What follows belongs to an exercise in optimizing a design on an open flow for small area, a short achievable clock period and few clock cycles per item; a production flow would make more cautious choices.
The RTL was checked by simulation tests, not by an equivalence proof against the original design.

==> job 4634 <==
## oscen_biquad
module oscen_biquad (
    input  wire        clk,
    input  wire        rst,
    input  wire        in_valid,
    output wire        in_ready,
    input  wire [1:0]  in_op,
    input  wire        in_unit,
    input  wire [2:0]  in_sel,
    input  wire [31:0] in_data,
    output reg         out_valid,
    output reg  [31:0] out_data
);
    localparam NFLT = 2;
    localparam [1:0] OP_PROCESS = 2'd0;
    localparam [1:0] OP_SETCOEF = 2'd1;
    localparam [1:0] OP_RESET   = 2'd2;
    reg [33:0] b0 [0:NFLT-1];
    reg [33:0] b1 [0:NFLT-1];
    reg [33:0] b2 [0:NFLT-1];
    reg [33:0] a1 [0:NFLT-1];
    reg [33:0] a2 [0:NFLT-1];
    reg [33:0] x1 [0:NFLT-1];
    reg [33:0] x2 [0:NFLT-1];
    reg [31:0] y1 [0:NFLT-1];
    reg        y1z [0:NFLT-1];      
    reg [33:0] y2 [0:NFLT-1];
    reg        v1;
    reg [1:0]  op1;
    reg        u1;
    reg [2:0]  sel1;
    reg [31:0] d1;
    reg        pv2, pv3;
    reg        u2, u3;
    reg [31:0] r0, r1, r2;
    wire pr1 = v1 && (op1 == OP_PROCESS);
    wire rs1 = v1 && (op1 == OP_RESET);
    wire sc1 = v1 && (op1 == OP_SETCOEF);
    assign in_ready = ~pr1;
    wire [33:0] xn, yy, yn;
    fp_unpack ux (.x(d1),     .u(xn));
    fp_unpack uy (.x(y1[u2]), .u(yy));
    assign yn = {y1z[u2] ? 2'b01 : yy[33:32], yy[31:0]};
    wire [31:0] pa, pb, pc;
    fp32_mul mA (.a(pv2 ? a1[u2] : b0[u1]), .b(pv2 ? yn : xn),         .y(pa));
    fp32_mul mB (.a(pv2 ? a2[u2] : b1[u1]), .b(pv2 ? y2[u2] : x1[u1]), .y(pb));
    fp32_mul mC (.a(b2[u1]),                .b(x2[u1]),                .y(pc));
    wire [31:0] s, t;
    fp32_add adA (.a(r0), .b(r1), .sub(pv3), .y(s));
    fp32_add adB (.a(s),  .b(r2), .sub(pv3), .y(t));
    integer k;
    always @(posedge clk) begin
        if (rst) begin
  ...
clock: 120.0 ns
lec_check: 0
abc_area: 1
cap_margin: 20
core_margin: 2
core_utilization: 40
place_density: 0.6
slew_margin: 20
run.sh (not shown) runs the stock make flow with config.mk's settings and CLKGATE_MAP_FILE= SYNTH_SCRIPT=/design/flow/synth_recipe.tcl, a recipe that flattens the netlist after the stock synthesis.
==> inputs of job 3535, as changes to job 4634 <==
--- a/flow/design.v
+++ b/flow/design.v
@@ -1,30 +1,21 @@
 module fp_unpack (
     input  wire [31:0] x,
     output wire [33:0] u
 );
     wire [7:0]  e   = x[30:23];
     wire [22:0] f   = x[22:0];
     wire        sub = ~|e;
-    wire [31:0] v0 = {f, 9'd0};
-    wire        z4 = ~|v0[31:16];
-    wire [31:0] v1 = z4 ? {v0[15:0], 16'd0} : v0;
-    wire        z3 = ~|v1[31:24];
-    wire [31:0] v2 = z3 ? {v1[23:0], 8'd0} : v1;
-    wire        z2 = ~|v2[31:28];
-    wire [31:0] v3 = z2 ? {v2[27:0], 4'd0} : v2;
-    wire        z1 = ~|v3[31:30];
-    wire [31:0] v4 = z1 ? {v3[29:0], 2'd0} : v3;
-    wire        z0 = ~v4[31];
-    wire [31:0] v5 = z0 ? {v4[30:0], 1'd0} : v4;
-    wire [4:0]  lz = {z4, z3, z2, z1, z0};
+    wire [4:0]  lz;
+    fp_lzc28 lzc (.x({f, 5'd0}), .n(lz));
+    wire [22:0] fs  = f << lz;
     wire        zero = sub & ~|f;
     assign u = {x[31], zero,
                 zero ? 9'd0  : sub ? 9'd0 - {4'd0, lz} : {1'b0, e},
-                zero ? 23'd0 : sub ? v5[30:8] : f};
+                zero ? 23'd0 : sub ? {fs[21:0], 1'b0} : f};
 endmodule
 module fp32_mul (
     input  wire [33:0] a,
     input  wire [33:0] b,
     output reg  [31:0] y
 );
     localparam [31:0] QNAN = 32'h7FC00000;
@@ -1266,62 +1257,98 @@
 module fp32_add (
     input  wire [31:0] a,
     input  wire [31:0] b,
     input  wire        sub,
     output reg  [31:0] y
 );
     localparam [31:0] QNAN = 32'h7FC00000;
-    wire [31:0] bb = {b[31] ^ sub, b[30:0]};
+    wire        sa = a[31];
+    wire        sb = b[31] ^ sub;
     wire a_emax = &a[30:23];
     wire b_emax = &b[30:23];
     wire a_fz   = ~|a[22:0];
     wire b_fz   = ~|b[22:0];
     wire a_nan  = a_emax & ~a_fz;
     wire b_nan  = b_emax & ~b_fz;
     wire a_inf  = a_emax & a_fz;
     wire b_inf  = b_emax & b_fz;
-    wire        swap = bb[30:0] > a[30:0];
-    wire [31:0] p = swap ? bb : a;
-    wire [31:0] q = swap ? a : bb;
-    wire [7:0]  xa  = a[30:23]  | {7'd0, ~|a[30:23]};
-    wire [7:0]  xb  = bb[30:23] | {7'd0, ~|bb[30:23]};
-    wire [7:0]  dab = xa - xb;
-    wire [7:0]  dba = xb - xa;
-    wire [7:0]  d   = swap ? dba : dab;
-    wire [7:0]  ep  = swap ? xb : xa;
-    wire [23:0] mp = {|p[30:23], p[22:0]};
-    wire [23:0] mq = {|q[30:23], q[22:0]};
-    wire        eff_sub = p[31] ^ q[31];
-    wire [4:0]  dsh = (d > 8'd27) ? 5'd27 : d[4:0];
-    wire [26:0] wq  = {mq, 3'b000};
+    wire a_zero = ~|a[30:23] & a_fz;
+    wire        eff_sub = sa ^ sb;
+    wire [7:0]  xa = a[30:23] | {7'd0, ~|a[30:23]};
+    wire [7:0]  xb = b[30:23] | {7'd0, ~|b[30:23]};
+    wire [23:0] ma = {|a[30:23], a[22:0]};
+    wire [23:0] mb = {|b[30:23], b[22:0]};
+    wire [8:0]  dab = {1'b0, xa} - {1'b0, xb};
+    wire [8:0]  dba = {1'b0, xb} - {1'b0, xa};
+    wire        b_big = dab[8];                     
+    wire        d_eq  = (xa == xb);
+    wire        d_p1  = (dab == 9'd1);              
+    wire        d_m1  = (dba == 9'd1);              
+    wire        near  = eff_sub & (d_eq | d_p1 | d_m1);
+    wire        zero  = (a[30:0] == b[30:0]) & (eff_sub | a_zero);
+    wire [7:0]  epF = b_big ? xb : xa;
+    wire [7:0]  dF  = b_big ? dba[7:0] : dab[7:0];
+    wire [23:0] mpF = b_big ? mb : ma;
+    wire [23:0] mqF = b_big ? ma : mb;
+    wire        spF = b_big ? sb : sa;
+    wire [4:0]  dsh = (dF > 8'd27) ? 5'd27 : dF[4:0];
+    wire [26:0] wq  = {mqF, 3'b000};
     wire        st  = |(wq & ~(27'h7FFFFFF << dsh));
     wire [26:0] qa  = (wq >> dsh) | {26'd0, st};
-    wire [27:0] sum = eff_sub ? ({1'b0, mp, 3'b000} - {1'b0, qa})
-                              : ({1'b0, mp, 3'b000} + {1'b0, qa});
-    wire [27:0] lim = (ep <= 8'd27) ? (28'h8000000 >> ep[4:0]) : 28'd0;
-    wire [4:0]  lsh;
-    fp_lzc28 lz (.x(sum | lim), .n(lsh));
-    wire [27:0] n  = sum << lsh;
-    wire [8:0]  er = {1'b0, ep} + 9'd1 - {4'd0, lsh};
-    wire [23:0] m   = n[27:4];
-    wire        g   = n[3];
-    wire        s   = |n[2:0];
-    wire        inc = g & (s | m[0]);
-    wire [30:0] mag = {m[23] ? er[7:0] : 8'd0, m[22:0]} + {30'd0, inc};
+    wire [28:0] sumC = {1'b0, mpF, 3'b000, 1'b1} + ({1'b0, qa, eff_sub} ^ {{28{eff_sub}}, 1'b0});
+    wire [27:0] sumF = sumC[28:1];
+    reg  [23:0] mF;
+    reg         gF, sF;
+    reg  [8:0]  erF;
+    always @* begin
+        if (sumF[27]) begin
+            mF = sumF[27:4]; gF = sumF[3]; sF = |sumF[2:0];
+            erF = {1'b0, epF} + 9'd1;
+        end else if (sumF[26] || epF == 8'd1) begin
+            mF = sumF[26:3]; gF = sumF[2]; sF = |sumF[1:0];
+            erF = {1'b0, epF};
+        end else begin
+            mF = sumF[25:2]; gF = sumF[1]; sF = sumF[0];
+            erF = {1'b0, epF} - 9'd1;
+        end
+    end
+    wire        incF = gF & (sF | mF[0]);
+    wire [25:0] dX = {1'b0, ma, 1'b0} - (d_p1 ? {2'b00, mb} : {1'b0, mb, 1'b0});
+    wire [25:0] dY = {1'b0, mb, 1'b0} - (d_m1 ? {2'b00, ma} : {1'b0, ma, 1'b0});
+    wire        useY = d_m1 | (d_eq & dX[25]);
+    wire [24:0] dN  = useY ? dY[24:0] : dX[24:0];
+    wire [7:0]  epN = useY ? xb : xa;
+    wire        spN = useY ? sb : sa;
+    wire [24:0] lim = (epN <= 8'd24) ? (25'h1000000 >> (epN - 8'd1)) : 25'd0;
+    wire [4:0]  lz;
+    fp_lzc28 lzn (.x({dN | lim, 3'b000}), .n(lz));
+    wire [24:0] nN  = dN << lz;
+    wire [8:0]  erN = {1'b0, epN} - {4'd0, lz};
+    wire [30:0] magN0 = {nN[24] ? erN[7:0] : 8'd0, nN[23:1]};
+    wire [30:0] magN1 = {dN[24] ? epN : 8'd0, dN[23:1]};
+    wire        incN  = (lz == 5'd0) & dN[0] & dN[1];
+    wire [30:0] pre = near ? ((lz == 5'd0) ? magN1 : magN0)
+                           : {mF[23] ? erF[7:0] : 8'd0, mF[22:0]};
+    wire [30:0] mag = pre + {30'd0, near ? incN : incF};
+    wire        ovfF = (mF[23] && erF >= 9'd255) || mag[30:23] == 8'hFF;
     always @* begin
         if (a_nan || b_nan || (a_inf && b_inf && eff_sub))
             y = QNAN;
-        else if (a_inf || b_inf)
-            y = {p[31], 8'hFF, 23'd0};
-        else if (sum == 28'd0)
-            y = {p[31] & q[31], 31'd0};
-        else if ((m[23] && er >= 9'd255) || mag[30:23] == 8'hFF)
-            y = {p[31], 8'hFF, 23'd0};
+        else if (a_inf)
+            y = {sa, 8'hFF, 23'd0};
+        else if (b_inf)
+            y = {sb, 8'hFF, 23'd0};
+        else if (zero)
+            y = {sa & sb, 31'd0};
+        else if (near)
+            y = {spN, mag};
+        else if (ovfF)
+            y = {spF, 8'hFF, 23'd0};
         else
-            y = {p[31], mag};
+            y = {spF, mag};
     end
 endmodule
 module fp_lzc28 (
     input  wire [27:0] x,
     output wire [4:0]  n
 );
     wire [31:0] v = {x, 4'hF};
@@ -1360,15 +1387,15 @@
     endgenerate
     assign n = a4[1] ? {1'b0, c4[7:4]} : {1'b1, c4[3:0]};
 endmodule
 module oscen_biquad (
     input  wire        clk,
     input  wire        rst,
     input  wire        in_valid,
-    output wire        in_ready,
+    output reg         in_ready,
     input  wire [1:0]  in_op,
     input  wire        in_unit,
     input  wire [2:0]  in_sel,
     input  wire [31:0] in_data,
     output reg         out_valid,
     output reg  [31:0] out_data
 );
@@ -1393,44 +1420,51 @@
     reg [31:0] d1;
     reg        pv2, pv3;
     reg        u2, u3;
     reg [31:0] r0, r1, r2;
     wire pr1 = v1 && (op1 == OP_PROCESS);
     wire rs1 = v1 && (op1 == OP_RESET);
     wire sc1 = v1 && (op1 == OP_SETCOEF);
-    assign in_ready = ~pr1;
+    reg rst_r;
     wire [33:0] xn, yy, yn;
     fp_unpack ux (.x(d1),     .u(xn));
     fp_unpack uy (.x(y1[u2]), .u(yy));
     assign yn = {y1z[u2] ? 2'b01 : yy[33:32], yy[31:0]};
     wire [31:0] pa, pb, pc;
     fp32_mul mA (.a(pv2 ? a1[u2] : b0[u1]), .b(pv2 ? yn : xn),         .y(pa));
     fp32_mul mB (.a(pv2 ? a2[u2] : b1[u1]), .b(pv2 ? y2[u2] : x1[u1]), .y(pb));
     fp32_mul mC (.a(b2[u1]),                .b(x2[u1]),                .y(pc));
     wire [31:0] s, t;
     fp32_add adA (.a(r0), .b(r1), .sub(pv3), .y(s));
     fp32_add adB (.a(s),  .b(r2), .sub(pv3), .y(t));
     integer k;
     always @(posedge clk) begin
+        rst_r <= rst;
+        in_ready <= ~rst & ~(in_valid & in_ready & (in_op == OP_PROCESS));
         if (rst) begin
             v1        <= 1'b0;
             pv2       <= 1'b0;
             pv3       <= 1'b0;
             out_valid <= 1'b0;
+        end else begin
+            v1  <= in_valid & in_ready;
+            pv2 <= pr1;
+            pv3 <= pv2;
+            out_valid <= pv3;
+        end
+    end
+    always @(posedge clk) begin
+        if (rst_r) begin
             for (k = 0; k < NFLT; k = k + 1) begin
                 b0[k][33:32] <= 2'b01; b1[k][33:32] <= 2'b01; b2[k][33:32] <= 2'b01;
                 a1[k][33:32] <= 2'b01; a2[k][33:32] <= 2'b01;
                 x1[k][33:32] <= 2'b01; x2[k][33:32] <= 2'b01;
                 y1z[k] <= 1'b1;        y2[k][33:32] <= 2'b01;
             end
         end else begin
-            v1  <= in_valid & in_ready;
-            pv2 <= pr1;
-            pv3 <= pv2;
-            out_valid <= pv3;
             if (pv2)
                 y2[u2] <= yn;
             if (pv3) begin
                 y1[u3]  <= t;
                 y1z[u3] <= 1'b0;
             end
             if (sc1) begin
@@ -1452,28 +1486,19 @@
                 x2[u1][33:32] <= 2'b01;
                 y1z[u1]       <= 1'b1;
                 y2[u1][33:32] <= 2'b01;
             end
         end
     end
     always @(posedge clk) begin
-        if (in_valid & in_ready) begin
-            op1  <= in_op;
-            u1   <= in_unit;
-            sel1 <= in_sel;
-            d1   <= in_data;
-        end
-        if (pr1) begin
-            u2 <= u1;
-            r0 <= pa;
-            r1 <= pb;
-            r2 <= pc;
-        end
-        if (pv2) begin
-            u3 <= u2;
-            r0 <= t;
-            r1 <= pa;
-            r2 <= pb;
-        end
-        if (pv3) out_data <= t;
+        op1  <= in_op;
+        u1   <= in_unit;
+        sel1 <= in_sel;
+        d1   <= in_data;
+        u2   <= u1;
+        u3   <= u2;
+        r0   <= pv2 ? t  : pa;
+        r1   <= pv2 ? pa : pb;
+        r2   <= pv2 ? pb : pc;
+        out_data <= t;
     end
 endmodule
==> comparison table <==
| metric | job 4634 | job 3535 |
|---|---|---|
| Worst setup path endpoint | y1[1][10] | out_valid |
| Startpoint of the worst-slack reg-to-reg timing path | r1[29] | r0[27] |
| Initial Util | 40.24% | 40.15% |
| Number of antenna violations at the first check in global routing | 14 | 7 |
| Post-detail-place hpwl | 316700 um | 325900 um |
| #MultiIn Comb | 10630 | 11610 |
| Worst hold-check slack | 0.4711 ns | 0.4700 ns |
| Required time at the endpoint of the critical path | 120.42 ns | 96.00 ns |
| Result of the run | finished clean | finished clean |
| DIE AREA | 273700 sq um | 287100 sq um |
| DR vias | 102100 | 108700 |
| Max stage delay cell, worst path | sky130_fd_sc_hd__a21boi_1 | sky130_fd_sc_hd__clkdlybuf4s50_1 |
| Fill cell total of the finished layout | 27560 | 29130 |
| Synthesis-to-finish area growth | 7.175% | 6.170% |
| Via count of the first global-routing pass | 96480 | 101900 |
Testbench counts of job 4634, summed over its fixed seeds: cycles 32,424, items 16,000.
Testbench counts of job 3535, summed over its fixed seeds: cycles 32,424, items 16,000.

## separate check: timing with driven ports
In the flow no input, the clock included, has a driving cell. The finished layouts below were timed again as built, in two steps. Step 1: set_driving_cell puts a clkbuf_16 on clk and a buf_2 on each other input, an assumption about the parent block. Step 2 moves the port delays by t, midway between the first and last clock arrival at a register: inputs arrive t later, outputs are due t later. That takes back most of the time a late clock gives input paths. Slacks: ideal ports / drivers / drivers and shift; pairs: ideal ports / drivers.
| run | t, ns | slack for setup (ns) | worst setup path after step 2 | latest minus earliest clock arrival (ns) | worst register clock-pin slew, ns |
|---|---|---|---|---|---|
| job 4634 | 0.788 | 91.697 / 91.697 / 91.697 | register to register | 0.040 / 0.040 | 0.06 / 0.06 |
| job 3535 | 0.748 | 94.119 / 94.047 / 94.681 | input to register | 0.030 / 0.029 | 0.08 / 0.08 |
After both steps setup and hold are still met in every run listed.
